Background: an optimization exercise with open tools, aiming at small area, a short achievable clock period and few clock cycles per item. Do not read the settings as production practice. Where RTL was checked, it was by simulation tests only, not by an equivalence proof against the original. Function not checked in runs 1, 2, 5 and 6: the RTL went through the layout flow alone. Power figures rest on the tool's default switching activity, not on a simulated workload.

### flow/design.v
module ptouch_rle (
    input  wire       clk,
    input  wire       rst,         
    input  wire       in_valid,
    output reg        in_ready,
    input  wire [7:0] in_data,
    input  wire       in_last,
    output reg        out_valid,
    input  wire       out_ready,
    output reg  [7:0] out_data,
    output reg        out_last
);
    localparam QA = 7;          
    localparam QW = 3;          
    localparam W0 = 4;          
    wire in_fire = in_valid && in_ready;
    reg [1023:0] ring;
    always @(posedge clk)
        ring <= {ring[1015:0], in_ready ? in_data : ring[1023:1016]};
    reg  [6:0] ph;           
    reg  [8:0] dst;          
    reg       n_v, n_l, c_v, c_l, eq;
    reg [7:0] n_b, c_b;
    reg       run;
    reg [7:0] cnt;
    reg [9:0]    q [0:QA-1];
    reg [9:0]    hq;
    reg [QW-1:0] q_wp, q_rp;
    reg [QW:0]   q_cnt;
    wire       cls   = c_v && (c_l || n_v) && (q_cnt != QA + 1);
    wire       shift = cls || !c_v;
    wire       eqx   = !c_l && eq;           
    wire [7:0] cinc  = cnt + 8'd1;
    wire [7:0] cdec  = cnt - 8'd1;
    reg       push;
    reg [9:0] push_d;
    always @(*) begin
        push   = 1'b0;
        push_d = {run, cdec, c_l};
        if (cls) begin
            if (run) begin
                push   = c_l || !eqx || cdec == 8'd2;        
                push_d = {1'b1, cdec, c_l};
            end else if (eqx) begin
                push   = (cnt != 8'hff);                     
                push_d = {1'b0, cnt, 1'b0};
            end else begin
                push   = c_l || cinc == 8'd126;              
                push_d = {1'b0, cinc, c_l};
            end
        end
    end
    reg       busy, b_run, b_last;
    reg [7:0] rm;            
    reg [6:0] sel;           
    reg       s_v, s_l;
    reg [7:0] s_d;
    wire       q_ne = (q_cnt != 0);
    wire       a_ne = (q_cnt > 1);
    wire       pop  = !s_v && !busy && q_ne;
    wire       dok  = !s_v && busy && sel[6:5] == 2'b00;
    wire [255:0] win  = ring[8*W0 +: 256];
    wire [7:0]   rdat = win[{sel[4:0], 3'b000} +: 8];
    wire       p_v = pop || dok;
    wire [7:0] p_d = pop ? hq[8:1] : rdat;
    wire       p_l = dok && b_last && (b_run || rm[6:0] == 7'd0);
    wire [8:0] radj = !dok ? 9'd0 : b_run ? {1'b0, rm} + 9'd255 : 9'h1ff;
    wire [8:0] dst0 = dst + radj;
    wire [8:0] dst1 = dst + radj + 9'd1;
    wire open_run_only = run && !busy && !q_ne;
    wire resync = !c_v && !n_v && !busy && !q_ne && (run || cnt == 8'hff);
    wire q_ok   = (q_cnt < QA) || (q_cnt == QA && (!push || pop))
                               || (pop && !push);
    wire rdy0   = (resync || ph == 7'd127) && (open_run_only || !dst[8] && !dst[7]) && q_ok;
    wire rdy1   = (open_run_only || !dst[8] && (!dst[7] && dst[6:0] != 7'h7f)) && q_ok;
    always @(posedge clk) begin
        if (rst) begin
            ph <= 7'd0;
            dst <= 9'd0;
            in_ready <= 1'b0;
            n_v <= 1'b0; c_v <= 1'b0; n_l <= 1'b0; c_l <= 1'b0;
            run <= 1'b0; cnt <= 8'hff;
            q_wp <= 0; q_rp <= 0; q_cnt <= 0;
            busy <= 1'b0; b_run <= 1'b0; b_last <= 1'b0; rm <= 8'd0;
            sel <= 7'd0; s_v <= 1'b0;
            out_valid <= 1'b0; out_data <= 8'd0; out_last <= 1'b0;
        end else begin
            if (in_fire)     ph <= ph;
            else if (resync) ph <= 7'd0;
            else             ph <= ph + 7'd1;
            dst      <= in_fire ? dst1 : dst0;
            in_ready <= in_fire ? rdy1 : rdy0;
            if (shift) begin
                c_v <= n_v; c_b <= n_b; c_l <= n_l;
                n_v <= in_fire;
            end else if (in_fire) begin
                n_v <= 1'b1;
            end
            if (in_ready) begin
                n_b <= in_data; n_l <= in_last;
                eq  <= (in_data == (shift ? n_b : c_b));
            end
            if (cls) begin
                if (run) begin
                    if (push) begin run <= 1'b0; cnt <= 8'hff; end
                    else cnt <= cdec;
                end else if (eqx) begin
                    run <= 1'b1;
                    cnt <= 8'd0;
                end else begin
                    cnt <= push ? 8'hff : cinc;
                end
            end
            if (pop) begin
                if (a_ne) begin
                    hq   <= q[q_rp];
                    q_rp <= (q_rp == QA - 1) ? {QW{1'b0}} : q_rp + 1'b1;
                end else if (push) begin
                    hq   <= push_d;
                end
            end else if (push && !q_ne) begin
                hq <= push_d;
            end
            if (push && q_ne && (a_ne || !pop)) begin
                q[q_wp] <= push_d;
                q_wp    <= (q_wp == QA - 1) ? {QW{1'b0}} : q_wp + 1'b1;
            end
            q_cnt <= q_cnt + {{QW{1'b0}}, push} - {{QW{1'b0}}, pop};
            if (resync && !in_fire)  sel <= dst[6:0] - 7'd1 - W0;
            else if (dok)            sel <= sel;
            else if (pop && hq[9])   sel <= sel + 7'd1 + hq[7:1];
            else                     sel <= sel + 7'd1;
            if (pop) begin
                busy   <= 1'b1;
                b_run  <= hq[9];
                b_last <= hq[0];
                rm     <= hq[8:1];
            end else if (dok) begin
                if (b_run || rm[6:0] == 7'd0) busy <= 1'b0;
                rm <= rm - 8'd1;
            end
            if (!out_valid || out_ready) begin
                if (s_v) begin
                    out_valid <= 1'b1; out_data <= s_d; out_last <= s_l;
                    s_v <= 1'b0;
                end else begin
                    out_valid <= p_v; out_data <= p_d; out_last <= p_l;
                end
            end else if (p_v) begin
                s_v <= 1'b1; s_d <= p_d; s_l <= p_l;
            end
        end
    end
endmodule
### flow/run.sh
#!/bin/bash
# synth_recipe.tcl (not shown) runs the flow's synth.tcl, then flattens the netlist and writes it again
# the make line also repeats each setting of config.mk as NAME=value (left out here)
make -C /OpenROAD-flow-scripts/flow DESIGN_CONFIG=/design/flow/config.mk WORK_HOME=/design/flow/orfs CLKGATE_MAP_FILE= SYNTH_SCRIPT=/design/flow/synth_recipe.tcl finish
### flow/config.mk
export PLATFORM = sky130hd
export DESIGN_NAME = ptouch_rle
export DESIGN_NICKNAME = ptouch_rle
export VERILOG_FILES = /design/flow/design.v
export SDC_FILE = /design/flow/constraint.sdc
export NUM_CORES = 4
export LEC_CHECK = 0
export ABC_CLOCK_PERIOD_IN_PS = 2500
export CAP_MARGIN = 20
export CORE_MARGIN = 2
export CORE_UTILIZATION = 40
export SETUP_SLACK_MARGIN = 5
export SLEW_MARGIN = 20
### flow/constraint.sdc
create_clock -name core_clock -period 8.0 [get_ports {clk}]
set_input_delay 1.6000 -clock core_clock [delete_from_list [all_inputs] [get_ports {clk}]]
set_output_delay 1.6000 -clock core_clock [all_outputs]
set_load 0.01 [all_outputs]
==> results.sh, run 1 <==
export IMPL_period_share=0.3738
export IMPL_numCtsBuffers=109
export IMPL_arrival_ns=3.59
export IMPL_grt_pass1_vias=16160
export IMPL_drc=0
export IMPL_detail_route_wl_per_cell_microns=16.50
export IMPL_period_minus_slack_ns=2.991
export IMPL_rsz0062_at_grt="true"
export IMPL_initial_core_util=0.4044
export IMPL_drv_slew=0
export IMPL_row_count=103
export IMPL_h_tree_depth=3
export IMPL_r2r_end="dst[6]"
export IMPL_portBuffers=23
export IMPL_grt_usage=0.1336
export IMPL_drv_cap=0
export IMPL_place_gp_congestion=0.7992
export IMPL_cp_max_fo=4
export IMPL_hold_viol=0
export IMPL_gr_total_overflow=0
export IMPL_synth_area_sq_um=32000
export IMPL_fp_dieH_microns=286.8
export IMPL_ys_ff_latch=1202
export IMPL_dp_hpwl_microns=32070
export IMPL_antenna_found_initial=2
export IMPL_syn_nets=2119
export IMPL_vdd_drop_max_mv=0.1887
export IMPL_power_leakage_nw=14.44
export IMPL_cts_buffer_depth=3
export IMPL_firstDrtPassIters=5
export IMPL_multiInputGateArea_sq_um=6949
export IMPL_synth_async_sr_flop_share=0
export IMPL_max_clock_freq_mhz=334.4
export IMPL_min_path_type="register to register"
export IMPL_min_delay_start="ring[731]"
export IMPL_antennaDiodeCount=0
export IMPL_wl_microns=55010
export IMPL_coreArea_sq_um=79130
export IMPL_die_area_sq_um=82280
export IMPL_grt_pass1_wl_microns=87420
export IMPL_stdcell_count=3335
export IMPL_synth_top_area_share=0.6856
export IMPL_tritoncts="yes"
export IMPL_worstPathCellList="or4b_4 > a21oi_4 > ha_4 > inv_2 > fa_2 > nor2b_4 > o2111ai_2 > and3b_2 > xnor2_2 > or3_1 > a21oi_2"
export IMPL_cp_top_family="simple AND/OR/NAND/NOR gates"
export IMPL_synth_top_area_cell="dfxtp_1"
export IMPL_worstMarginPinSlew_ns=1.097
export IMPL_run_status="no timing/DRC/antenna violations"
export IMPL_insertion_delay_ns=0.67
export IMPL_clkTransAtPathRegs_ns=0.06
export IMPL_power_density_nw_per_um2=381.3
export IMPL_clock_tree_root_cell="clkbuf_16"
export IMPL_viasPerCell=4.673
export IMPL_drive_gt1_frac=0.1969
export IMPL_hold_end="ring[739]"
export IMPL_io_pins=24
export IMPL_syn_avg_cell_area_sq_um=15.46
export IMPL_cp_start_kind="register"
export IMPL_crit_path_end_kind="register"
export IMPL_hold_depth=0
export IMPL_grt_max_degree=61
export IMPL_synth_edf_count=106
export IMPL_area_growth_synth_to_final_pct=19.25
export IMPL_synth_ff_type="dfxtp_1"
export IMPL_required_ns=8.60
export IMPL_final_antenna_net_count=0
export IMPL_n_fill_cell=6702
export IMPL_synth_area_leaders="dfxtp_1 69%, edfxtp_1 9.9%, mux4_2 4.3%"
export IMPL_critPathBufInv=1
export IMPL_fin_setup_tns_ns=0
export IMPL_setup_violations=0
export IMPL_yosysUniqueCellTypes=86
export IMPL_slew_headroom=0.2634
export IMPL_clock_skew_ns=0.02001
export IMPL_worst_path_stages=11
export IMPL_crit_slowest_cell="or4b_4"
export IMPL_via_count=15580
export IMPL_die_width_microns=286.8
export IMPL_cts_sinks=1202
export IMPL_drt_iter0_drc=786
export IMPL_syn_inst=2070
export IMPL_cpPeakStageDelay_ns=0.54
export IMPL_critPathKind="register to register"
export IMPL_r2r_start="s_v"
export IMPL_seq_area_sq_um=25180
export IMPL_ys_seq_area_frac=0.7851
export IMPL_placed_cells=3086
export IMPL_r2r_cells=11
export IMPL_ys_warn_count=1
export IMPL_regToRegSetupSlack_ns=5.01
export IMPL_num_nets_final=2243
flip-flops by register name (all words and copies together) (netlist names), 3 cells and up, named ones only:
signal,flops
out_data,8
hq,10
c_b,8
n_b,8
q,70
cnt,8
q_cnt,4
dst,9
ph,7
q_wp,3
rm,8
s_d,8
sel,7
q_rp,3
ring,1024
power by group:
| group | leakage (nW) | switching, W | internal, W |
|---|---|---|---|
| sequential | 9.82 | 0.000338 | 0.00651 |
| combinational | 2.76 | 0.00131 | 0.00109 |
| clock | 1.86 | 0.00219 | 0.00312 |
| total | 14.4 | 0.00384 | 0.0107 |
cell type report:
| class | instances | area share |
|---|---|---|
| Timing Repair Buffer | 81 | 0.02056 |
| Clock buffer | 162 | 0.08469 |
| Sequential cell | 1202 | 0.6598 |
| Multi-Input combinational cell | 771 | 0.1821 |
| Clock inverter | 40 | 0.01525 |
| Inverter | 29 | 0.003213 |
| Tap cell | 1050 | 0.03443 |
worst reg2reg max path, cell delays in order (launching register included):
cell and delay (ns):
dfxtp_4 0.36, or4b_4 0.54, a21oi_4 0.16, ha_4 0.15, inv_2 0.04, fa_2 0.41, nor2b_4 0.15, o2111ai_2 0.15
and3b_2 0.28, xnor2_2 0.16, or3_1 0.39, a21oi_2 0.13
what timing repair did:
item	in CTS	in global routing
cloned	1	1
gates resized for setup	68	58
setup buffers	14	31
pin swaps	14	36
hold buffers	0	0
setup endpoints to repair	131	89
cell usage after synthesis (26+ instances only):
| cell type | n |
|---|---|
| a21oi_1 | 56 |
| clkbuf_1 | 29 |
| dfxtp_1 | 1096 |
| edfxtp_1 | 106 |
| ha_1 | 33 |
| inv_1 | 27 |
| mux2_2 | 26 |
| mux2i_1 | 66 |
| mux4_2 | 61 |
| nand2_1 | 75 |
| nor2_1 | 68 |
| o21ai_0 | 48 |
| xnor2_1 | 36 |
| xor2_1 | 28 |
cell usage in the layout, fill, tap and decap left out, types with 7 or more instances in the layout:
| cell | n |
|---|---|
| and3_1 | 8 |
| buf_12 | 7 |
| a21o_1 | 12 |
| nand2b_1 | 8 |
| xor2_1 | 25 |
| a211oi_1 | 17 |
| mux2_2 | 26 |
| edfxtp_1 | 106 |
| dfxtp_1 | 1078 |
| nor2b_1 | 11 |
| buf_4 | 48 |
| inv_1 | 20 |
| xnor2_1 | 32 |
| clkbuf_16 | 113 |
| nand3_1 | 23 |
| clkbuf_8 | 24 |
| nor2_1 | 66 |
| o22ai_1 | 7 |
| o21ai_0 | 46 |
| ha_1 | 22 |
| mux4_2 | 61 |
| clkinv_2 | 15 |
| clkbuf_1 | 25 |
| ha_4 | 7 |
| dlygate4sd2_1 | 11 |
| a31oi_1 | 14 |
| mux2i_1 | 66 |
| nor3_1 | 21 |
| bufinv_16 | 9 |
| o211ai_1 | 8 |
| a21oi_1 | 48 |
| nand2_1 | 72 |
| dfxtp_4 | 12 |
| clkdlybuf4s50_1 | 11 |
per-stage QoR:
step	total power, W	util	hold slack, ns	cell area (sq um)	setup slack, ns
floorplan	0.008416	-	0.3096	32150	4.983
global placement	0.008948	0.4222	0.3108	33410	4.091
detailed placement	0.008996	0.4224	0.3121	33420	4.066
CTS	0.01448	0.4753	0.3114	37610	4.923
global route	0.01521	0.4823	0.3132	38160	4.849
finish	0.01455	0.4823	0.3067	38160	5.009
worst max path at each step:
stage | startpoint | end | slack (ns)
detailed placement | rst | q[6][4] | 4.07
floorplan | sel[6] | dst[8] | 4.98
global route | in_valid | sel[4] | 4.85
finish | s_v | dst[6] | 5.01
global placement | rst | q[2][6] | 4.09
CTS | cnt[0] | q_cnt[2] | 4.92
routing by layer:
layer	wire [microns]	GRT usage
met4	1796	0.06185
met3	2790	0.02952
met1	25760	0.1826
met2	24660	0.2031
met5	0	0
logic make-up after synthesis:
kind of cell | synth area share
AO/OA/AOI/OAI | 0.04809
AND/OR/NAND/NOR | 0.04770
XOR/XNOR | 0.01752
buffers and inverters | 0.01408
adder cells (fa/ha/maj) | 0.01478
multiplexers | 0.07272
flip-flops | 0.7851
==> inputs of run 2 (changes only) <==
--- a/flow/design.v
+++ b/flow/design.v
@@ -19,8 +19,7 @@
         ring <= {ring[1015:0], in_ready ? in_data : ring[1023:1016]};
     reg  [6:0] ph;           
     reg  [8:0] dst;          
-    reg       n_v, n_l, c_v, c_l, eq;
-    reg [7:0] n_b, c_b;
+    reg       n_v, n_l, n_e, c_v, c_l;
     reg       run;
     reg [7:0] cnt;
     reg [9:0]    q [0:QA-1];
@@ -29,7 +28,7 @@
     reg [QW:0]   q_cnt;
     wire       cls   = c_v && (c_l || n_v) && (q_cnt != QA + 1);
     wire       shift = cls || !c_v;
-    wire       eqx   = !c_l && eq;           
+    wire       eqx   = !c_l && n_e;          
     wire [7:0] cinc  = cnt + 8'd1;
     wire [7:0] cdec  = cnt - 8'd1;
     reg       push;
@@ -53,12 +52,11 @@
     reg       busy, b_run, b_last;
     reg [7:0] rm;            
     reg [6:0] sel;           
-    reg       s_v, s_l;
-    reg [7:0] s_d;
     wire       q_ne = (q_cnt != 0);
     wire       a_ne = (q_cnt > 1);
-    wire       pop  = !s_v && !busy && q_ne;
-    wire       dok  = !s_v && busy && sel[6:5] == 2'b00;
+    wire       oload = !out_valid || out_ready;
+    wire       pop  = oload && !busy && q_ne;
+    wire       dok  = oload && busy && sel[6:5] == 2'b00;
     wire [255:0] win  = ring[8*W0 +: 256];
     wire [7:0]   rdat = win[{sel[4:0], 3'b000} +: 8];
     wire       p_v = pop || dok;
@@ -82,7 +80,7 @@
             run <= 1'b0; cnt <= 8'hff;
             q_wp <= 0; q_rp <= 0; q_cnt <= 0;
             busy <= 1'b0; b_run <= 1'b0; b_last <= 1'b0; rm <= 8'd0;
-            sel <= 7'd0; s_v <= 1'b0;
+            sel <= 7'd0;
             out_valid <= 1'b0; out_data <= 8'd0; out_last <= 1'b0;
         end else begin
             if (in_fire)     ph <= ph;
@@ -91,14 +89,14 @@
             dst      <= in_fire ? dst1 : dst0;
             in_ready <= in_fire ? rdy1 : rdy0;
             if (shift) begin
-                c_v <= n_v; c_b <= n_b; c_l <= n_l;
+                c_v <= n_v; c_l <= n_l;
                 n_v <= in_fire;
             end else if (in_fire) begin
                 n_v <= 1'b1;
             end
             if (in_ready) begin
-                n_b <= in_data; n_l <= in_last;
-                eq  <= (in_data == (shift ? n_b : c_b));
+                n_l <= in_last;
+                n_e <= (in_data == ring[7:0]);
             end
             if (cls) begin
                 if (run) begin
@@ -139,15 +137,8 @@
                 if (b_run || rm[6:0] == 7'd0) busy <= 1'b0;
                 rm <= rm - 8'd1;
             end
-            if (!out_valid || out_ready) begin
-                if (s_v) begin
-                    out_valid <= 1'b1; out_data <= s_d; out_last <= s_l;
-                    s_v <= 1'b0;
-                end else begin
-                    out_valid <= p_v; out_data <= p_d; out_last <= p_l;
-                end
-            end else if (p_v) begin
-                s_v <= 1'b1; s_d <= p_d; s_l <= p_l;
+            if (oload) begin
+                out_valid <= p_v; out_data <= p_d; out_last <= p_l;
             end
         end
     end
--- a/flow/config.mk
+++ b/flow/config.mk
@@ -8,6 +8,8 @@
 export ABC_CLOCK_PERIOD_IN_PS = 2500
 export CAP_MARGIN = 20
 export CORE_MARGIN = 2
-export CORE_UTILIZATION = 40
+export CORE_UTILIZATION = 65
+export CTS_CLUSTER_DIAMETER = 100
+export CTS_CLUSTER_SIZE = 30
 export SETUP_SLACK_MARGIN = 5
 export SLEW_MARGIN = 20
==> results.sh, run 2 <==
export IMPL_run_status="no timing/DRC/antenna violations"
export IMPL_layout_common_cells="1084 x dfxtp_1, 84 x nor2_1, 84 x mux4_2, 81 x edfxtp_1, 61 x nand2_1"
export IMPL_synth_compound_area_share=0.03737
export IMPL_arrival_ns=3.80
export IMPL_synthSimpleGateAreaFrac=0.04379
export IMPL_cp_start_kind="input pin"
export IMPL_synth_ff_type="dfxtp_1"
export IMPL_synth_most_common_cell="dfxtp_1"
export IMPL_period_share=0.4142
export IMPL_rsz0062_at_grt="true"
export IMPL_initial_core_util=0.6580
export IMPL_clock_skew_ns=0.02153
export IMPL_yosys_top_cells_count="1095 x dfxtp_1, 88 x nor2_1, 84 x mux4_2, 81 x edfxtp_1, 64 x nand2_1"
export IMPL_multiInputGateArea_sq_um=6326
export IMPL_portBuffers=23
export IMPL_largest_reg_flops=1024
export IMPL_drv_slew=0
export IMPL_regToRegSetupSlack_ns=4.79
export IMPL_fin_setup_tns_ns=0
export IMPL_crit_path_end_kind="register"
export IMPL_ys_ff_latch=1176
export IMPL_final_antenna_net_count=0
export IMPL_syn_avg_cell_area_sq_um=15.81
export IMPL_hold_viol=0
export IMPL_tritoncts="yes"
export IMPL_slew_headroom=0.3732
export IMPL_synth_area_leaders="dfxtp_1 72%, edfxtp_1 7.9%, mux4_2 6.2%"
export IMPL_row_count=79
export IMPL_h_tree_depth=2
export IMPL_clock_tree_root_cell="clkbuf_16"
export IMPL_via_count=13790
export IMPL_min_delay_start="ring[405]"
export IMPL_syn_inst=1937
export IMPL_detail_route_wl_per_cell_microns=17.30
export IMPL_synth_edf_count=81
export IMPL_gr_total_overflow=0
export IMPL_antennaDiodeCount=0
export IMPL_final_common_cell="dfxtp_1"
export IMPL_required_ns=8.49
export IMPL_numCtsBuffers=45
export IMPL_cts_buffer_depth=3
export IMPL_max_clock_freq_mhz=301.8
export IMPL_dp_hpwl_microns=27150
export IMPL_r2r_start="busy"
export IMPL_fp_dieH_microns=221.1
export IMPL_hold_depth=0
export IMPL_clkTransAtPathRegs_ns=0.12
export IMPL_power_leakage_nw=12.64
export IMPL_period_minus_slack_ns=3.314
export IMPL_holdBufCountCts=0
export IMPL_io_pins=24
export IMPL_synth_area_sq_um=30630
export IMPL_cp_max_fo=6
export IMPL_drc=0
export IMPL_n_fill_cell=2999
export IMPL_syn_nets=1986
export IMPL_synth_top_area_share=0.7156
export IMPL_ys_seq_area_frac=0.7950
export IMPL_insertion_delay_ns=0.61
export IMPL_die_area_sq_um=48880
export IMPL_grt_max_degree=72
export IMPL_min_path_type="register to register"
export IMPL_hold_end="ring[413]"
export IMPL_synth_adder_area_share=0.01544
export IMPL_synth_async_sr_flop_share=0
export IMPL_num_nets_final=2058
export IMPL_biggestRegsByFlops="ring (1024), q (70), hq (10)"
export IMPL_antenna_found_initial=1
export IMPL_firstDrtPassIters=5
export IMPL_coreArea_sq_um=46560
export IMPL_synth_xor_xnor_area_share=0.01801
export IMPL_max_flop_register="ring"
export IMPL_die_width_microns=221.1
export IMPL_viasPerCell=5.256
export IMPL_r2r_cells=13
export IMPL_power_density_nw_per_um2=342.3
export IMPL_grt_usage=0.1889
export IMPL_drt_iter0_drc=933
export IMPL_grt_pass1_wl_microns=74520
export IMPL_area_growth_synth_to_final_pct=9.558
export IMPL_yosysUniqueCellTypes=74
export IMPL_synth_mux_area_frac=0.07899
export IMPL_grt_pass1_vias=13990
export IMPL_totalPowerFinal_w=0.01149
export IMPL_drv_cap=0
export IMPL_synth_top_area_cell="dfxtp_1"
export IMPL_vdd_drop_max_mv=0.3125
export IMPL_r2r_end="dst[7]"
export IMPL_setup_violations=0
export IMPL_worstMarginPinSlew_ns=0.9389
export IMPL_wl_microns=45400
export IMPL_place_gp_congestion=0.8318
export IMPL_ys_warn_count=1
export IMPL_synth_top_family_by_area="multiplexers"
export IMPL_critPathKind="input pin to register"
export IMPL_cts_sinks=1176
export IMPL_seq_area_sq_um=24380
export IMPL_drive_gt1_frac=0.1512
-- run 2: cell count changes in the layout (fill, tap and decap cells not counted), sizes merged, moves of 15 or more --
| cell | delta |
|---|---|
| clkbuf | -111 |
| mux4 | +23 |
| clkinv | -15 |
| mux2i | -29 |
| nor2 | +20 |
| a211oi | -15 |
| edfxtp | -25 |
| inv | -15 |
-- run 2: critical path, stage by stage --
cell       delay, ns
buf_6           0.09
nor2b_4         0.20
or2_4           0.21
a21oi_4         0.05
ha_4            0.18
buf_4           0.13
buf_6           0.11
a211oi_4        0.32
o211ai_1        0.15
o211ai_1        0.17
and4_4          0.32
o2111ai_2       0.09
nor3b_2         0.17
-- run 2: worst max-delay path by stage --
stage	startpoint	to	slack, ns	cells after the start
6_report	out_ready	dst[8]	4.69	13
3_3_place_gp	out_ready	dst[8]	3.27	12
4_1_cts	out_ready	dst[6]	4.72	14
5_1_grt	out_ready	dst[8]	4.61	13
3_5_place_dp	out_ready	dst[8]	3.25	12
2_1_floorplan	out_ready	dst[8]	4.05	14
-- run 2: logic make-up after synthesis --
group           Yosys count
simple gates            271
fa+ha+maj                36
flops                  1176
buf+inv                  85
compound gates          171
mux                     135
xor+xnor                 63
-- run 2: area by class of cell --
| type | count | area share |
|---|---|---|
| Timing Repair Buffer | 87 | 0.02270 |
| Tap cell | 607 | 0.02263 |
| Sequential cell | 1176 | 0.7264 |
| Clock buffer | 52 | 0.03463 |
| Inverter | 22 | 0.002833 |
| Multi-Input combinational cell | 677 | 0.1885 |
| Clock inverter | 3 | 0.002274 |
-- run 2: what timing repair did --
| item | CTS | global route |
|---|---|---|
| gates cloned | 1 | 0 |
| buffers inserted | 38 | 15 |
| pin swaps | 27 | 23 |
| setup endpoints to repair | 120 | 66 |
| gates resized for setup | 70 | 24 |
-- run 2: report_power, final --
group | total [W] | switching, W | internal (W)
clock network | 0.00268 | 0.00162 | 0.00106
registers | 0.00674 | 0.000336 | 0.00640
logic | 0.00207 | 0.00107 | 0.00100
total | 0.0115 | 0.00303 | 0.00846
-- run 2: layer usage --
layer / GRT usage / wire (microns) / vias up
met4: 0.05001 / 922 / 0
met1: 0.2876 / 22980 / 6753
met2: 0.2861 / 19720 / 237
li1: - / - / 6737
met3: 0.02908 / 1786 / 65
met5: 0 / 0 / -
-- run 2: per-stage QoR --
stage               utilization  setup slack (ns)  std cells  instance area (sq um)  hold slack [ns]
finish                   0.7209             4.686       2624                  33560           0.3081
global placement         0.6781             3.268       2515                  31570           0.3103
detailed placement       0.6781             3.245       2515                  31570           0.3121
global route             0.7209             4.613       2624                  33560           0.3115
CTS                      0.7157             4.724       2609                  33320           0.3150
floorplan                     -             4.049       1937                  30800           0.3096
==> inputs of run 3 (changes only) <==
--- a/flow/design.v
+++ b/flow/design.v
@@ -29,24 +29,20 @@
     wire       cls   = c_v && (c_l || n_v) && (q_cnt != QA + 1);
     wire       shift = cls || !c_v;
     wire       eqx   = !c_l && n_e;          
-    wire [7:0] cinc  = cnt + 8'd1;
-    wire [7:0] cdec  = cnt - 8'd1;
+    wire [7:0] cnx   = cnt + (run ? 8'hff : 8'h01);   
     reg       push;
     reg [9:0] push_d;
     always @(*) begin
         push   = 1'b0;
-        push_d = {run, cdec, c_l};
+        push_d = {run, cnx, c_l};
         if (cls) begin
-            if (run) begin
-                push   = c_l || !eqx || cdec == 8'd2;        
-                push_d = {1'b1, cdec, c_l};
-            end else if (eqx) begin
+            if (run)
+                push = c_l || !eqx || cnt == 8'd3;           
+            else if (eqx) begin
                 push   = (cnt != 8'hff);                     
                 push_d = {1'b0, cnt, 1'b0};
-            end else begin
-                push   = c_l || cinc == 8'd126;              
-                push_d = {1'b0, cinc, c_l};
-            end
+            end else
+                push = c_l || cnt == 8'd125;                 
         end
     end
     reg       busy, b_run, b_last;
@@ -62,9 +58,10 @@
     wire       p_v = pop || dok;
     wire [7:0] p_d = pop ? hq[8:1] : rdat;
     wire       p_l = dok && b_last && (b_run || rm[6:0] == 7'd0);
-    wire [8:0] radj = !dok ? 9'd0 : b_run ? {1'b0, rm} + 9'd255 : 9'h1ff;
-    wire [8:0] dst0 = dst + radj;
-    wire [8:0] dst1 = dst + radj + 9'd1;
+    reg        dok_d, run_d;
+    wire [8:0] radj = !dok_d ? 9'd0 : run_d ? {1'b1, rm} : 9'h1ff;
+    wire [6:0] sel1 = sel + 7'd1;
+    wire [6:0] sel2 = sel + 7'd1 + hq[7:1];
     wire open_run_only = run && !busy && !q_ne;
     wire resync = !c_v && !n_v && !busy && !q_ne && (run || cnt == 8'hff);
     wire q_ok   = (q_cnt < QA) || (q_cnt == QA && (!push || pop))
@@ -80,13 +77,14 @@
             run <= 1'b0; cnt <= 8'hff;
             q_wp <= 0; q_rp <= 0; q_cnt <= 0;
             busy <= 1'b0; b_run <= 1'b0; b_last <= 1'b0; rm <= 8'd0;
-            sel <= 7'd0;
+            sel <= 7'd127 - W0;
+            dok_d <= 1'b0; run_d <= 1'b0;
             out_valid <= 1'b0; out_data <= 8'd0; out_last <= 1'b0;
         end else begin
             if (in_fire)     ph <= ph;
             else if (resync) ph <= 7'd0;
             else             ph <= ph + 7'd1;
-            dst      <= in_fire ? dst1 : dst0;
+            dst      <= dst + radj + {8'd0, in_fire};
             in_ready <= in_fire ? rdy1 : rdy0;
             if (shift) begin
                 c_v <= n_v; c_l <= n_l;
@@ -101,12 +99,12 @@
             if (cls) begin
                 if (run) begin
                     if (push) begin run <= 1'b0; cnt <= 8'hff; end
-                    else cnt <= cdec;
+                    else cnt <= cnx;
                 end else if (eqx) begin
                     run <= 1'b1;
                     cnt <= 8'd0;
                 end else begin
-                    cnt <= push ? 8'hff : cinc;
+                    cnt <= push ? 8'hff : cnx;
                 end
             end
             if (pop) begin
@@ -124,10 +122,12 @@
                 q_wp    <= (q_wp == QA - 1) ? {QW{1'b0}} : q_wp + 1'b1;
             end
             q_cnt <= q_cnt + {{QW{1'b0}}, push} - {{QW{1'b0}}, pop};
-            if (resync && !in_fire)  sel <= dst[6:0] - 7'd1 - W0;
+            if (resync && !in_fire)  sel <= 7'd127 - W0;
             else if (dok)            sel <= sel;
-            else if (pop && hq[9])   sel <= sel + 7'd1 + hq[7:1];
-            else                     sel <= sel + 7'd1;
+            else if (pop && hq[9])   sel <= sel2;
+            else                     sel <= sel1;
+            dok_d <= dok;
+            run_d <= b_run;
             if (pop) begin
                 busy   <= 1'b1;
                 b_run  <= hq[9];
==> results.sh, run 3 <==
export IMPL_dp_hpwl_microns=26520
export IMPL_synth_edf_count=81
export IMPL_vdd_drop_max_mv=0.2796
export IMPL_placed_area_sq_um=31090
export IMPL_clock_tree_root_cell="clkbuf_16"
export IMPL_firstDrtPassIters=7
export IMPL_crit_top_cell="buf_4"
export IMPL_fp_dieH_microns=219.2
export IMPL_fin_setup_tns_ns=0
export IMPL_synth_area_sq_um=30100
export IMPL_setup_violations=0
export IMPL_critPathKind="input pin to register"
export IMPL_slew_headroom=0.3328
export IMPL_final_antenna_net_count=0
export IMPL_detail_route_wl_per_cell_microns=17.87
export IMPL_power_leakage_nw=12.63
export IMPL_grt_pass1_wl_microns=73160
export IMPL_antennaDiodeCount=0
export IMPL_numCtsBuffers=45
export IMPL_cp_start_kind="input pin"
export IMPL_cts_sinks=1178
export IMPL_grt_usage=0.1961
export IMPL_arrival_ns=3.44
export IMPL_crit_slowest_cell="buf_4"
export IMPL_gr_total_overflow=0
export IMPL_cts_buffer_depth=3
export IMPL_seq_area_sq_um=24420
export IMPL_grt_max_degree=63
export IMPL_syn_nets=1954
export IMPL_h_tree_depth=2
export IMPL_p_sw_w=0.002727
export IMPL_p_seq_frac=0.615
export IMPL_die_width_microns=219.2
export IMPL_power_frac_comb=0.138
export IMPL_crit_path_end_kind="register"
export IMPL_synth_most_common_cell="dfxtp_1"
export IMPL_max_clock_freq_mhz=342.3
export IMPL_n_fill_cell=2887
export IMPL_yosysUniqueCellTypes=63
export IMPL_drt_iter0_drc=885
export IMPL_min_path_type="register to register"
export IMPL_swShare=0.2503
export IMPL_num_nets_final=2007
export IMPL_final_common_cell="dfxtp_1"
export IMPL_max_flop_register="ring"
export IMPL_synth_top_area_cell="dfxtp_1"
export IMPL_row_count=78
export IMPL_required_ns=8.52
export IMPL_drive_gt1_frac=0.1195
export IMPL_synth_ff_type="dfxtp_1"
export IMPL_drv_slew=0
export IMPL_drc=0
export IMPL_die_area_sq_um=48040
export IMPL_worstPathCellList="buf_2 > buf_4 > inv_1 > nand2_1 > nor3_4 > buf_4 > a31o_2"
export IMPL_grt_pass1_vias=13470
export IMPL_portBuffers=23
export IMPL_viasPerCell=5.172
export IMPL_cpPeakStageDelay_ns=0.61
export IMPL_period_minus_slack_ns=2.921
export IMPL_largest_reg_flops=1024
export IMPL_tritoncts="yes"
export IMPL_place_gp_congestion=0.8108
export IMPL_p_int_w=0.008167
export IMPL_run_status="no timing/DRC/antenna violations"
export IMPL_holdBufCountCts=0
export IMPL_ys_seq_area_frac=0.8105
export IMPL_clkTransAtPathRegs_ns=0.11
export IMPL_clock_skew_ns=0.01611
export IMPL_via_count=13270
export IMPL_finalInstanceArea_sq_um=32680
export IMPL_ys_ff_latch=1178
export IMPL_area_growth_synth_to_final_pct=8.577
export IMPL_biggestRegsByFlops="ring (1024), q (70), hq (10)"
export IMPL_pwr_share_clk=0.247
export IMPL_synth_top_area_share=0.7297
export IMPL_synth_async_sr_flop_share=0
export IMPL_insertion_delay_ns=0.62
export IMPL_drv_cap=0
export IMPL_synth_area_leaders="dfxtp_1 73%, edfxtp_1 8.1%, mux4_2 5.5%"
export IMPL_syn_inst=1904
export IMPL_multiInputGateArea_sq_um=5609
export IMPL_syn_avg_cell_area_sq_um=15.81
export IMPL_antenna_found_initial=1
export IMPL_wl_microns=45870
export IMPL_cp_max_fo=62
export IMPL_period_share=0.3652
export IMPL_ys_warn_count=1
export IMPL_power_density_nw_per_um2=333.4
export IMPL_layout_common_cells="1086 x dfxtp_1, 86 x nand2_1, 81 x edfxtp_1, 74 x mux4_2, 64 x nor2_1"
export IMPL_io_pins=24
export IMPL_coreArea_sq_um=45580
export IMPL_rsz0062_at_grt="false"
export IMPL_initial_core_util=0.6604
export IMPL_yosys_top_cells_count="1097 x dfxtp_1, 87 x nand2_1, 81 x edfxtp_1, 74 x mux4_2, 65 x nor2_1"
export IMPL_hold_viol=0
export IMPL_worstMarginPinSlew_ns=0.9936
==> run 3: final timing paths <==
kind | from | end | slack [ns] | cells after the start
max | rst | q_wp[2] | 5.08 | 7
min | ring[562] | ring[570] | 0.32 | 0
max reg2reg | cnt[3] | q_cnt[1] | 5.13 | 10
min reg2reg | ring[562] | ring[570] | 0.32 | 0
==> run 3: cell type report <==
type | instances | area share
Clock buffer | 52 | 0.03526
Clock inverter | 4 | 0.002221
Inverter | 29 | 0.003714
Multi-Input combinational cell | 643 | 0.1717
Sequential cell | 1178 | 0.7472
Tap cell | 600 | 0.02297
Timing Repair Buffer | 60 | 0.01696
==> run 3: kinds of logic after synthesis <==
family,Yosys count,synth area share
AOI/OAI and AO/OA,186,0.03837
xor gates and xnor gates,40,0.01164
adders and majority gates,37,0.01663
buffers and inverters,84,0.01177
DFF,1178,0.8105
muxes,112,0.06855
and+or+nand+nor,267,0.04253
==> run 3: worst max-delay path, delay by kind of cell <==
| family | cells | cell delay [ns] |
|---|---|---|
| buffers and inverters | 4 | 1.15 |
| AND/OR/NAND/NOR | 2 | 0.44 |
| AO/OA/AOI/OAI | 1 | 0.20 |
==> run 3: power by group through the flow <==
| stage | clock (W) | sequential [W] | combinational [W] |
|---|---|---|---|
| 4_1_cts | 0.00277 | 0.00672 | 0.00147 |
| 3_3_place_gp | 0 | 0.00684 | 0.00136 |
| 5_1_grt | 0.00295 | 0.00676 | 0.00165 |
| 6_report | 0.00269 | 0.00670 | 0.00150 |
| 3_5_place_dp | 0 | 0.00685 | 0.00138 |
| 2_1_floorplan | 0 | 0.00669 | 0.00114 |
==> run 3: through the flow <==
| step | instances | worst slack, ns | power (W) | hold slack (ns) | util |
|---|---|---|---|---|---|
| floorplan | 1904 | 4.637 | 0.007834 | 0.3096 | - |
| detailed placement | 2478 | 3.747 | 0.008231 | 0.3121 | 0.6822 |
| CTS | 2561 | 4.832 | 0.01096 | 0.3220 | 0.7157 |
| global placement | 2478 | 3.855 | 0.008199 | 0.3097 | 0.6822 |
| finish | 2566 | 5.079 | 0.01089 | 0.3189 | 0.7170 |
| global route | 2566 | 5.011 | 0.01136 | 0.3274 | 0.7170 |
==> run 3: layer usage <==
| layer | routed length (microns) | vias up | share of wire | track usage |
|---|---|---|---|---|
| met5 | 0 | - | 0 | 0 |
| met1 | 22480 | 6385 | 0.49 | 0.2911 |
| met4 | 948 | 0 | 0.021 | 0.05450 |
| li1 | - | 6554 | - | - |
| met2 | 20190 | 267 | 0.44 | 0.3024 |
| met3 | 2251 | 65 | 0.049 | 0.03216 |
==> run 3: timing repair <==
item	CTS	global route
resized for setup	30	15
setup buffers	26	4
setup endpoints to repair	130	55
pin swaps	11	4
gates cloned	1	0
Testbench counts of run 3, summed over its fixed seeds: cycles 176,226, items 176,050.
==> inputs of run 4 (changes only) <==
--- a/flow/design.v
+++ b/flow/design.v
@@ -10,7 +10,7 @@
     output reg  [7:0] out_data,
     output reg        out_last
 );
-    localparam QA = 7;          
+    localparam QA = 5;          
     localparam QW = 3;          
     localparam W0 = 4;          
     wire in_fire = in_valid && in_ready;
@@ -19,6 +19,7 @@
         ring <= {ring[1015:0], in_ready ? in_data : ring[1023:1016]};
     reg  [6:0] ph;           
     reg  [8:0] dst;          
+    reg        fire_d;
     reg       n_v, n_l, n_e, c_v, c_l;
     reg       run;
     reg [7:0] cnt;
@@ -66,12 +67,16 @@
     wire resync = !c_v && !n_v && !busy && !q_ne && (run || cnt == 8'hff);
     wire q_ok   = (q_cnt < QA) || (q_cnt == QA && (!push || pop))
                                || (pop && !push);
-    wire rdy0   = (resync || ph == 7'd127) && (open_run_only || !dst[8] && !dst[7]) && q_ok;
-    wire rdy1   = (open_run_only || !dst[8] && (!dst[7] && dst[6:0] != 7'h7f)) && q_ok;
+    wire lt128  = !dst[8] && !dst[7];
+    wire lt127  = lt128 && dst[6:0] != 7'h7f;
+    wire lt126  = lt128 && dst[6:1] != 6'h3f;
+    wire rdy0   = (resync || ph == 7'd127) && (open_run_only || (fire_d ? lt127 : lt128)) && q_ok;
+    wire rdy1   = (open_run_only || (fire_d ? lt126 : lt127)) && q_ok;
     always @(posedge clk) begin
         if (rst) begin
             ph <= 7'd0;
             dst <= 9'd0;
+            fire_d <= 1'b0;
             in_ready <= 1'b0;
             n_v <= 1'b0; c_v <= 1'b0; n_l <= 1'b0; c_l <= 1'b0;
             run <= 1'b0; cnt <= 8'hff;
@@ -84,7 +89,8 @@
             if (in_fire)     ph <= ph;
             else if (resync) ph <= 7'd0;
             else             ph <= ph + 7'd1;
-            dst      <= dst + radj + {8'd0, in_fire};
+            dst      <= dst + radj + {8'd0, fire_d};
+            fire_d   <= in_fire;
             in_ready <= in_fire ? rdy1 : rdy0;
             if (shift) begin
                 c_v <= n_v; c_l <= n_l;
==> flow/flow/run.sh (new file) <==
#!/bin/bash
# Layout: the standard ORFS flow (standard.sh, synthesis included,
# unchanged) with two settings added on make's command line:
#  - buffer_ports inserts buf_2 cells as the port buffers (every input and
#    output port still gets its buffer);
set -euo pipefail
MARGIN=${MARGIN:-5.4}
bash standard.sh "BUFFER_PORTS_ARGS=-buffer_cell sky130_fd_sc_hd__buf_2" \
    "SETUP_SLACK_MARGIN=${MARGIN}" finish > make.log 2>&1
==> flow/standard.sh (new file) <==
#!/bin/bash
# synth_recipe.tcl (not shown) runs the flow's synth.tcl, then flattens the netlist and writes it again
# the make line also repeats each setting of config.mk as NAME=value (left out here)
make -C /OpenROAD-flow-scripts/flow DESIGN_CONFIG=/design/flow/config.mk WORK_HOME=/design/flow/orfs CLKGATE_MAP_FILE= SYNTH_SCRIPT=/design/flow/synth_recipe.tcl "${@:-finish}"
--- a/flow/config.mk
+++ b/flow/config.mk
@@ -11,5 +11,4 @@
 export CORE_UTILIZATION = 65
 export CTS_CLUSTER_DIAMETER = 100
 export CTS_CLUSTER_SIZE = 30
-export SETUP_SLACK_MARGIN = 5
 export SLEW_MARGIN = 20
removed: flow/run.sh
==> results.sh, run 4 <==
export IMPL_wl_microns=43740
export IMPL_grt_pass1_vias=12950
export IMPL_crit_path_end_kind="register"
export IMPL_die_width_microns=216.9
export IMPL_power_density_nw_per_um2=339.6
export IMPL_fin_ws_ns=5.178
export IMPL_initial_core_util=0.6535
export IMPL_setup_violations=0
export IMPL_fp_dieH_microns=216.9
export IMPL_dpl_worst_slack_ns=3.369
export IMPL_clkTransAtPathRegs_ns=0.12
export IMPL_ys_seq_area_frac=0.8082
export IMPL_row_count=78
export IMPL_grt_pass1_wl_microns=70160
export IMPL_firstDrtPassIters=5
export IMPL_drive_gt1_frac=0.1629
export IMPL_period_minus_slack_ns=2.822
export IMPL_max_clock_freq_mhz=354.4
export IMPL_synth_area_leaders="dfxtp_1 75%, edfxtp_1 6.2%, mux4_2 6.0%"
export IMPL_synth_edf_count=61
export IMPL_dp_hpwl_microns=24500
export IMPL_hold_viol=0
export IMPL_numCtsBuffers=44
export IMPL_num_nets_final=1948
export IMPL_viasPerCell=5.219
export IMPL_synth_area_sq_um=29470
export IMPL_ys_ff_latch=1159
export IMPL_drv_cap=0
export IMPL_final_antenna_net_count=0
export IMPL_biggestRegsByFlops="ring (1024), q (50), hq (10)"
export IMPL_min_path_type="register to register"
export IMPL_cp_start_kind="input pin"
export IMPL_period_share=0.3527
export IMPL_worstMarginPinSlew_ns=0.8828
export IMPL_antenna_found_initial=0
export IMPL_drv_slew=0
export IMPL_portBuffers=23
export IMPL_syn_inst=1810
export IMPL_grt_max_degree=63
export IMPL_synth_ff_type="dfxtp_1"
export IMPL_io_pins=24
export IMPL_arrival_ns=3.32
export IMPL_power_leakage_nw=12.58
export IMPL_largest_reg_flops=1024
export IMPL_tritoncts="yes"
export IMPL_detail_route_wl_per_cell_microns=17.48
export IMPL_synth_async_sr_flop_share=0
export IMPL_yosysUniqueCellTypes=64
export IMPL_place_gp_congestion=0.8244
export IMPL_synth_most_common_cell="dfxtp_1"
export IMPL_gr_total_overflow=0
export IMPL_syn_avg_cell_area_sq_um=16.28
export IMPL_cts_sinks=1159
export IMPL_drt_iter0_drc=661
export IMPL_coreArea_sq_um=45090
export IMPL_slew_headroom=0.4087
export IMPL_clock_tree_root_cell="clkbuf_16"
export IMPL_rsz0062_at_grt="true"
export IMPL_ys_warn_count=1
export IMPL_insertion_delay_ns=0.62
export IMPL_layout_common_cells="1077 x dfxtp_1, 79 x mux4_2, 61 x edfxtp_1, 58 x nor2_1, 47 x clkbuf_16"
export IMPL_synth_top_area_share=0.7460
export IMPL_run_status="no timing/DRC/antenna violations"
export IMPL_n_fill_cell=2863
export IMPL_drc=0
export IMPL_syn_nets=1864
export IMPL_via_count=13060
export IMPL_final_common_cell="dfxtp_1"
export IMPL_cts_buffer_depth=3
export IMPL_max_flop_register="ring"
export IMPL_holdBufCountCts=0
export IMPL_critPathKind="input pin to register"
export IMPL_h_tree_depth=2
export IMPL_area_growth_synth_to_final_pct=10.20
export IMPL_yosys_top_cells_count="1098 x dfxtp_1, 79 x mux4_2, 64 x nor2_1, 61 x edfxtp_1, 46 x nand2_1"
export IMPL_vdd_drop_max_mv=0.2512
export IMPL_grt_usage=0.1892
export IMPL_die_area_sq_um=47050
export IMPL_clock_skew_ns=0.03322
export IMPL_fin_setup_tns_ns=0
export IMPL_required_ns=8.50
export IMPL_antennaDiodeCount=0
export IMPL_cp_max_fo=3
export IMPL_synth_top_area_cell="dfxtp_1"
==> run 4: cell types whose count changed after synthesis, moves of 8 or more <==
cell,change
nand2_1,-41
o21ai_0,-11
inv_1,+10
nand2b_1,-9
edfxtp_1,-20
mux2i_1,-8
a211oi_1,+9
mux4_1,+8
o22ai_1,-11
a21oi_1,-8
nand3_1,-16
==> run 4: path summary, 6_finish.rpt <==
kind,start,end,slack (ns),cells past startpoint
max reg2reg,cnt[3],q_cnt[3],5.27,12
min reg2reg,ring[26],ring[34],0.32,0
min,ring[26],ring[34],0.32,0
max,out_ready,q_cnt[1],5.18,11
==> run 4: through the flow <==
stage | power (W) | area (sq um) | std cells | utilization | hold slack [ns]
after global routing | 0.01150 | 32470 | 2503 | 0.7202 | 0.3316
after detailed placement | 0.008093 | 30240 | 2389 | 0.6706 | 0.3121
after global placement | 0.008065 | 30240 | 2389 | 0.6706 | 0.3098
after CTS | 0.01098 | 32070 | 2473 | 0.7114 | 0.3224
final | 0.01103 | 32470 | 2503 | 0.7202 | 0.3203
after floorplan | 0.007774 | 29650 | 1810 | - | 0.3096
==> run 4: final cells by class <==
class / count / area, sq um / share of cell area
Inverter: 39 / 165.2 / 0.005086
Clock inverter: 2 / 32.53 / 0.001002
Clock buffer: 53 / 1177 / 0.03626
Timing Repair inverter: 1 / 6.256 / 0.0001927
Sequential cell: 1159 / 23870 / 0.7351
Tap cell: 600 / 750.7 / 0.02312
Timing Repair Buffer: 83 / 883.3 / 0.02720
Multi-Input combinational cell: 566 / 5587 / 0.1720
==> run 4: report_power, final <==
part	total, W	switching (W)	leakage (nW)	internal [W]
clock	0.00264	0.00158	0.589	0.00106
combinational	0.00173	0.000823	2.54	0.000906
sequential	0.00666	0.000318	9.45	0.00634
total	0.0110	0.00272	12.6	0.00830
==> run 4: cell families after synthesis <==
kind of cell,share of synthesized area
flip-flops,0.8082
AND/OR/NAND/NOR,0.03397
AO/OA/AOI/OAI,0.03592
multiplexers,0.07826
buffers and inverters,0.01401
adder cells (fa/ha/maj),0.01868
XOR/XNOR,0.01100
==> run 4: critical path: stages <==
cell,delay (ns)
buf_6,0.07
nor2b_4,0.03
buf_6,0.11
or3_4,0.38
buf_12,0.15
ha_4,0.20
inv_2,0.06
ha_4,0.13
inv_2,0.03
fa_2,0.51
nor2_1,0.04
==> run 4: what timing repair did <==
item / 4_1_cts / 5_1_grt
pin swaps: 18 / 19
gates resized for setup: 88 / 39
setup buffers: 19 / 29
cloned: 10 / 1
endpoints found under the setup margin: 152 / 121
==> run 4: routing by layer <==
metal / up-vias / global-route usage / share of wire
met5: - / 0 / 0
met4: 0 / 0.05685 / 0.021
met3: 54 / 0.02544 / 0.037
met2: 238 / 0.2923 / 0.45
met1: 6453 / 0.2830 / 0.50
li1: 6319 / - / -
Testbench counts of run 4, summed over its fixed seeds: cycles 178,658, items 176,050.
==> inputs of run 5 (changes only) <==
--- a/flow/design.v
+++ b/flow/design.v
@@ -49,11 +49,12 @@
     reg       busy, b_run, b_last;
     reg [7:0] rm;            
     reg [6:0] sel;           
+    reg       s_v, s_l;
+    reg [7:0] s_d;
     wire       q_ne = (q_cnt != 0);
     wire       a_ne = (q_cnt > 1);
-    wire       oload = !out_valid || out_ready;
-    wire       pop  = oload && !busy && q_ne;
-    wire       dok  = oload && busy && sel[6:5] == 2'b00;
+    wire       pop  = !s_v && !busy && q_ne;
+    wire       dok  = !s_v && busy && sel[6:5] == 2'b00;
     wire [255:0] win  = ring[8*W0 +: 256];
     wire [7:0]   rdat = win[{sel[4:0], 3'b000} +: 8];
     wire       p_v = pop || dok;
@@ -82,7 +83,7 @@
             run <= 1'b0; cnt <= 8'hff;
             q_wp <= 0; q_rp <= 0; q_cnt <= 0;
             busy <= 1'b0; b_run <= 1'b0; b_last <= 1'b0; rm <= 8'd0;
-            sel <= 7'd127 - W0;
+            sel <= 7'd127 - W0; s_v <= 1'b0;
             dok_d <= 1'b0; run_d <= 1'b0;
             out_valid <= 1'b0; out_data <= 8'd0; out_last <= 1'b0;
         end else begin
@@ -143,8 +144,15 @@
                 if (b_run || rm[6:0] == 7'd0) busy <= 1'b0;
                 rm <= rm - 8'd1;
             end
-            if (oload) begin
-                out_valid <= p_v; out_data <= p_d; out_last <= p_l;
+            if (!out_valid || out_ready) begin
+                if (s_v) begin
+                    out_valid <= 1'b1; out_data <= s_d; out_last <= s_l;
+                    s_v <= 1'b0;
+                end else begin
+                    out_valid <= p_v; out_data <= p_d; out_last <= p_l;
+                end
+            end else if (p_v) begin
+                s_v <= 1'b1; s_d <= p_d; s_l <= p_l;
             end
         end
     end
==> results.sh, run 5 <==
export IMPL_crit_end="q[1][8]"
export IMPL_drc=0
export IMPL_rsz0062_at_grt="true"
export IMPL_ys_seq_area_frac=0.8011
export IMPL_detail_route_wl_per_cell_microns=17.12
export IMPL_swShare=0.2550
export IMPL_synth_area_sq_um=30090
export IMPL_syn_avg_cell_area_sq_um=15.60
export IMPL_max_flop_register="ring"
export IMPL_viasPerCell=5.160
export IMPL_synth_top_area_share=0.7313
export IMPL_yosys_top_cells_count="1099 x dfxtp_1, 70 x edfxtp_1, 68 x nor2_1, 59 x mux2i_1, 50 x mux4_2"
export IMPL_syn_inst=1928
export IMPL_hold_ws_ns=0.3260
export IMPL_p_seq_frac=0.605
export IMPL_slew_headroom=0.4211
export IMPL_finalInstanceArea_sq_um=32880
export IMPL_ys_warn_count=1
export IMPL_io_pins=24
export IMPL_dp_hpwl_microns=25760
export IMPL_vdd_drop_max_mv=0.2456
export IMPL_drv_slew=0
export IMPL_hold_viol=0
export IMPL_p_sw_w=0.002810
export IMPL_n_fill_cell=2887
export IMPL_fin_setup_tns_ns=0
export IMPL_power_density_nw_per_um2=335.3
export IMPL_initial_core_util=0.6601
export IMPL_p_int_w=0.008212
export IMPL_grt_pass1_wl_microns=71050
export IMPL_antenna_found_initial=0
export IMPL_ys_ff_latch=1169
export IMPL_firstDrtPassIters=5
export IMPL_setup_violations=0
export IMPL_synth_edf_count=70
export IMPL_num_nets_final=2045
export IMPL_cts_buffer_depth=3
export IMPL_fp_dieH_microns=219.1
export IMPL_synth_top_area_cell="dfxtp_1"
export IMPL_place_gp_congestion=0.8423
export IMPL_clkTransAtPathRegs_ns=0.11
export IMPL_holdBufCountCts=0
export IMPL_drive_gt1_frac=0.1451
export IMPL_r2r_start="cnt[2]"
export IMPL_totalPowerFinal_w=0.01102
export IMPL_grt_pass1_vias=13140
export IMPL_coreArea_sq_um=45580
export IMPL_antennaDiodeCount=0
export IMPL_power_leakage_nw=12.78
export IMPL_numCtsBuffers=44
export IMPL_arrival_ns=3.16
export IMPL_layout_common_cells="1074 x dfxtp_1, 70 x edfxtp_1, 67 x nor2_1, 59 x mux2i_1, 50 x mux4_2"
export IMPL_h_tree_depth=2
export IMPL_crit_path_end_kind="register"
export IMPL_grt_usage=0.1890
export IMPL_placed_area_sq_um=30820
export IMPL_power_frac_comb=0.157
export IMPL_die_area_sq_um=48020
export IMPL_synth_most_common_cell="dfxtp_1"
export IMPL_r2r_cells=9
export IMPL_syn_nets=1982
export IMPL_period_minus_slack_ns=2.848
export IMPL_grt_max_degree=72
export IMPL_critPathKind="register to register"
export IMPL_min_path_type="register to register"
export IMPL_regToRegSetupSlack_ns=5.15
export IMPL_gr_total_overflow=0
export IMPL_max_clock_freq_mhz=351.1
export IMPL_row_count=78
export IMPL_period_share=0.3560
export IMPL_startpoint="cnt[2]"
export IMPL_final_common_cell="dfxtp_1"
export IMPL_run_status="no timing/DRC/antenna violations"
export IMPL_via_count=13410
export IMPL_drv_cap=0
export IMPL_area_growth_synth_to_final_pct=9.270
export IMPL_cp_max_fo=8
export IMPL_synth_async_sr_flop_share=0
export IMPL_clock_skew_ns=0.03525
export IMPL_yosysUniqueCellTypes=67
export IMPL_pwr_share_clk=0.239
export IMPL_worstMarginPinSlew_ns=0.8612
export IMPL_biggestRegsByFlops="ring (1024), q (50), hq (10)"
export IMPL_cts_sinks=1169
export IMPL_insertion_delay_ns=0.62
export IMPL_drt_iter0_drc=769
export IMPL_final_antenna_net_count=0
export IMPL_die_width_microns=219.1
export IMPL_portBuffers=23
export IMPL_r2r_end="q[1][8]"
export IMPL_tritoncts="yes"
export IMPL_wl_microns=44500
export IMPL_cp_start_kind="register"
export IMPL_clock_tree_root_cell="clkbuf_16"
export IMPL_largest_reg_flops=1024
export IMPL_synth_area_leaders="dfxtp_1 73%, edfxtp_1 7.0%, mux4_2 3.7%"
export IMPL_required_ns=8.31
export IMPL_synth_ff_type="dfxtp_1"
## run 5: cell types whose count changed in the layout (fill, tap and decap cells not counted), sizes merged, moves of 9 or more
cell / delta
edfxtp: +9
a211oi: +18
nand2b: +9
mux2i: +42
o22ai: +21
nor3: +19
a22oi: -12
nor2b: +12
mux4: -37
and4: -10
## run 5: what timing repair did
item / 4_1_cts / 5_1_grt
gates resized for setup: 83 / 32
pin swaps: 16 / 8
gates cloned: 3 / 2
setup endpoints to repair: 162 / 98
setup buffers: 30 / 12
## run 5: stage by stage
| stage | instances | setup slack (ns) | utilization |
|---|---|---|---|
| floorplan | 1928 | 5.267 | - |
| global placement | 2498 | 4.230 | 0.6761 |
| detailed placement | 2498 | 4.080 | 0.6763 |
| CTS | 2585 | 5.252 | 0.7158 |
| global route | 2599 | 5.067 | 0.7213 |
| finish | 2599 | 5.152 | 0.7213 |
## run 5: cell type report
| type | count | area (sq um) | area share |
|---|---|---|---|
| inverters | 39 | 157.7 | 0.004795 |
| flip-flops and latches | 1169 | 24150 | 0.7347 |
| clock buffers | 53 | 1156 | 0.03517 |
| multi-input cells | 663 | 5864 | 0.1784 |
| well taps | 600 | 750.7 | 0.02284 |
| repair inverters | 1 | 7.507 | 0.0002284 |
| clock inverters | 1 | 20.02 | 0.0006089 |
| repair buffers | 73 | 764.5 | 0.02325 |
## run 5: cells by family (layout without fill, tap and decap cells)
| kind of cell | count (synthesis) | after routing | synth area share |
|---|---|---|---|
| flops | 1169 | 1169 | 0.8011 |
| simple gates | 249 | 250 | 0.04346 |
| compound gates | 206 | 206 | 0.04741 |
| mux | 130 | 130 | 0.06492 |
| buf+inv | 97 | 167 | 0.01431 |
| fa+ha+maj | 41 | 41 | 0.01830 |
| xor+xnor | 36 | 36 | 0.01048 |
## run 5: worst max-delay path, stage by stage, from the launching register on
cell,delay (ns)
dfxtp_4,0.37
or4_4,0.56
o41ai_4,0.27
o211ai_4,0.15
buf_6,0.16
nor3_4,0.27
nand3b_1,0.20
buf_6,0.18
nor3_4,0.22
buf_6,0.18
## run 5: layer usage
metal,part of all wire,GRT usage,vias up,wire length [microns]
li1,-,-,6663,-
met4,0.018,0.05135,0,823
met3,0.036,0.02855,60,1614
met1,0.52,0.2881,6508,22950
met2,0.43,0.2847,180,19110
met5,0,0,-,0
## run 5: how the worst min path moves through the flow
stage	endpoint	slack [ns]	start	cells past startpoint
3_5_place_dp	ring[433]	0.31	ring[425]	0
3_3_place_gp	ring[963]	0.31	ring[955]	0
2_1_floorplan	ring[1000]	0.31	ring[992]	0
6_report	ring[951]	0.33	ring[943]	0
4_1_cts	ring[891]	0.33	ring[883]	0
5_1_grt	ring[918]	0.33	ring[910]	0
## run 5: power by group through the flow
| stage | clock (W) | combinational [W] | sequential [W] |
|---|---|---|---|
| floorplan | 0 | 0.00130 | 0.00661 |
| global placement | 0 | 0.00144 | 0.00681 |
| detailed placement | 0 | 0.00147 | 0.00682 |
| CTS | 0.00270 | 0.00168 | 0.00667 |
| global route | 0.00291 | 0.00188 | 0.00672 |
| finish | 0.00263 | 0.00173 | 0.00666 |
==> inputs of run 6 (changes only) <==
--- a/flow/design.v
+++ b/flow/design.v
@@ -114,20 +114,16 @@
                     cnt <= push ? 8'hff : cnx;
                 end
             end
-            if (pop) begin
-                if (a_ne) begin
-                    hq   <= q[q_rp];
-                    q_rp <= (q_rp == QA - 1) ? {QW{1'b0}} : q_rp + 1'b1;
-                end else if (push) begin
-                    hq   <= push_d;
-                end
-            end else if (push && !q_ne) begin
-                hq <= push_d;
+            if (pop && a_ne) begin
+                hq   <= q[q_rp];
+                q_rp <= (q_rp == QA - 1) ? {QW{1'b0}} : q_rp + 1'b1;
+            end else if (pop || !q_ne) begin
+                hq   <= push_d;
             end
-            if (push && q_ne && (a_ne || !pop)) begin
+            if (q_cnt != QA + 1)
                 q[q_wp] <= push_d;
-                q_wp    <= (q_wp == QA - 1) ? {QW{1'b0}} : q_wp + 1'b1;
-            end
+            if (push && q_ne && (a_ne || !pop))
+                q_wp <= (q_wp == QA - 1) ? {QW{1'b0}} : q_wp + 1'b1;
             q_cnt <= q_cnt + {{QW{1'b0}}, push} - {{QW{1'b0}}, pop};
             if (resync && !in_fire)  sel <= 7'd127 - W0;
             else if (dok)            sel <= sel;
==> results.sh, run 6 <==
export IMPL_area_growth_synth_to_final_pct=9.011
export IMPL_ys_ff_latch=1169
export IMPL_synth_area_leaders="dfxtp_1 73%, edfxtp_1 7.0%, mux4_2 3.7%"
export IMPL_synth_top_area_cell="dfxtp_1"
export IMPL_required_ns=6.40
export IMPL_via_count=13450
export IMPL_syn_avg_cell_area_sq_um=15.73
export IMPL_power_density_nw_per_um2=335.7
export IMPL_synth_compound_area_share=0.04358
export IMPL_coreArea_sq_um=45580
export IMPL_grt_usage=0.1925
export IMPL_n_fill_cell=2877
export IMPL_antenna_found_initial=2
export IMPL_io_pins=24
export IMPL_vdd_drop_max_mv=0.2722
export IMPL_crit_path_end_kind="primary output"
export IMPL_synthSimpleGateAreaFrac=0.04051
export IMPL_crit_slowest_cell="dfxtp_4"
export IMPL_numCtsBuffers=44
export IMPL_grt_max_degree=71
export IMPL_gr_total_overflow=0
export IMPL_row_count=78
export IMPL_critPathBufInv=1
export IMPL_regToRegSetupSlack_ns=5.43
export IMPL_cp_max_fo=2
export IMPL_arrival_ns=1.13
export IMPL_insertion_delay_ns=0.62
export IMPL_period_share=0.3413
export IMPL_wl_met1_microns=22540
export IMPL_layout_common_cells="1071 x dfxtp_1, 70 x edfxtp_1, 68 x mux2i_1, 62 x nor2_1, 49 x mux4_2"
export IMPL_drive_gt1_frac=0.1420
export IMPL_cts_buffer_depth=3
export IMPL_rsz0062_at_grt="true"
export IMPL_fin_setup_tns_ns=0
export IMPL_portBuffers=23
export IMPL_die_area_sq_um=48070
export IMPL_clkTransAtPathRegs_ns=0.12
export IMPL_wl_microns=45360
export IMPL_critPathKind="register to primary output"
export IMPL_synth_area_sq_um=30120
export IMPL_utilization=0.7203
export IMPL_dp_hpwl_microns=26410
export IMPL_wl_met3_microns=1631
export IMPL_cp_top_family="flip-flops"
export IMPL_biggestRegsByFlops="ring (1024), q (50), hq (10)"
export IMPL_worstPathCellList="buf_6"
export IMPL_top_layer="met4"
export IMPL_synth_mux_area_frac=0.07046
export IMPL_setup_violations=0
export IMPL_viasPerCell=5.197
export IMPL_max_flop_register="ring"
export IMPL_cpPeakStageDelay_ns=0.40
export IMPL_synth_async_sr_flop_share=0
export IMPL_synth_xor_xnor_area_share=0.01018
export IMPL_grt_pass1_wl_microns=72270
export IMPL_clock_tree_root_cell="clkbuf_16"
export IMPL_synth_adder_area_share=0.01861
export IMPL_slew_headroom=0.3443
export IMPL_period_minus_slack_ns=2.730
export IMPL_firstDrtPassIters=7
export IMPL_holdBufCountCts=0
export IMPL_cts_sinks=1169
export IMPL_drt_iter0_drc=827
export IMPL_hold_ws_ns=0.3270
export IMPL_synth_top_area_share=0.7305
export IMPL_worstMarginPinSlew_ns=0.9699
export IMPL_yosysUniqueCellTypes=77
export IMPL_h_tree_depth=2
export IMPL_final_antenna_net_count=0
export IMPL_initial_core_util=0.6608
export IMPL_hold_viol=0
export IMPL_detail_route_wl_per_cell_microns=17.53
export IMPL_ys_seq_area_frac=0.8003
export IMPL_place_gp_congestion=0.8287
export IMPL_num_nets_final=2030
export IMPL_die_width_microns=219.3
export IMPL_multiInputGateArea_sq_um=5782
export IMPL_drv_cap=0
export IMPL_drc=0
export IMPL_power_leakage_nw=12.84
export IMPL_synth_most_common_cell="dfxtp_1"
export IMPL_wl_met2_microns=19980
export IMPL_ys_warn_count=1
export IMPL_final_common_cell="dfxtp_1"
export IMPL_synth_ff_type="dfxtp_1"
export IMPL_syn_nets=1968
export IMPL_min_path_type="register to register"
export IMPL_grt_pass1_vias=13370
export IMPL_run_status="no timing/DRC/antenna violations"
export IMPL_synth_top_family_by_area="multiplexers"
export IMPL_largest_reg_flops=1024
export IMPL_yosys_top_cells_count="1099 x dfxtp_1, 70 x edfxtp_1, 68 x mux2i_1, 65 x nor2_1, 49 x mux4_2"
export IMPL_cp_start_kind="register"
export IMPL_fp_dieH_microns=219.3
export IMPL_clock_skew_ns=0.02059
export IMPL_max_clock_freq_mhz=366.2
export IMPL_tritoncts="yes"
export IMPL_syn_inst=1914
export IMPL_drv_slew=0
export IMPL_synth_edf_count=70
export IMPL_seq_area_sq_um=24180
run 6: kinds of logic after synthesis:
kind of cell,after synthesis
xor gates and xnor gates,35
adders and majority gates,42
muxes,147
and+or+nand+nor,234
buffers and inverters,96
DFF,1169
AOI/OAI and AO/OA,191
run 6: metal layers:
metal | GRT usage | vias to the layer above
li1 | - | 6608
met1 | 0.2872 | 6559
met2 | 0.2920 | 212
met3 | 0.02606 | 66
met4 | 0.06622 | 0
met5 | 0 | -
run 6: timing repair:
action,in CTS,in global routing
resized for setup,60,43
buffers inserted,19,21
pin swaps,5,5
cloned,4,0
endpoints found under the setup margin,136,54
run 6: final cells by class:
cell class / count / share of cell area
multi-input cells: 649 / 0.1761
diodes: 1 / 0.00007622
well taps: 600 / 0.02287
clock buffers: 53 / 0.03457
flip-flops and latches: 1169 / 0.7364
repair buffers: 72 / 0.02313
inverters: 40 / 0.004840
clock inverters: 3 / 0.002020
run 6: power breakdown:
group          switching, W  leakage [nW]  internal [W]  total, W
Clock               0.00161         0.581       0.00103   0.00264
Sequential         0.000328          9.56       0.00639   0.00672
Combinational      0.000845          2.70      0.000822   0.00167
Total               0.00278          12.8       0.00824    0.0110
run 6: final timing paths:
check | startpoint | end | cells after the start
setup / recovery | out_data[0] | out_data[0] | 1
hold / removal | ring[527] | ring[535] | 0
setup reg to reg | run | hq[8] | 8
hold reg to reg | ring[527] | ring[535] | 0
run 6: through the flow:
stage | area (sq um) | std cells | setup slack [ns] | power, W
finish | 32830 | 2587 | 5.270 | 0.01102
global route | 32830 | 2586 | 5.237 | 0.01148
CTS | 32500 | 2565 | 5.239 | 0.01102
detailed placement | 30800 | 2486 | 4.578 | 0.008244
global placement | 30800 | 2486 | 4.606 | 0.008217
floorplan | 30270 | 1914 | 5.300 | 0.007882

[re-timing with driven ports]
How much do the figures lean on ideal ports? The routed layouts below were timed once more, with nothing changed but the port constraints. Step 1, drivers: a clkbuf_16 drives clk and a buf_2 each remaining input, both assumed. Step 2 also shifts input and output timing later by t, the mid clock arrival at the registers, as if the neighbouring blocks saw the same clock. Three values: ideal ports, drivers, drivers and shift; two values: the first two.
| run | t, ns | slack for setup (ns) | worst slew at a driven data input, ns | cell pins on the clock port's net |
|---|---|---|---|---|
| run 1 | 0.717 | 5.009 / 5.009 / 4.416 | 0.07 | 1 |
| run 2 | 0.662 | 4.686 / 4.709 / 4.047 | 0.06 | 1 |
| run 3 | 0.669 | 5.079 / 5.044 / 4.449 | 0.04 | 1 |
| run 4 | 0.660 | 5.178 / 5.196 / 4.536 | 0.04 | 1 |
| run 5 | 0.661 | 5.152 / 5.152 / 4.684 | 0.03 | 1 |
| run 6 | 0.663 | 5.270 / 5.215 / 4.831 | 0.07 | 1 |
After both steps setup and hold are still met in every run listed. For run 4, which loses most, drivers alone change the setup slack by +0.018 ns; drivers and shift together by -0.642 ns.
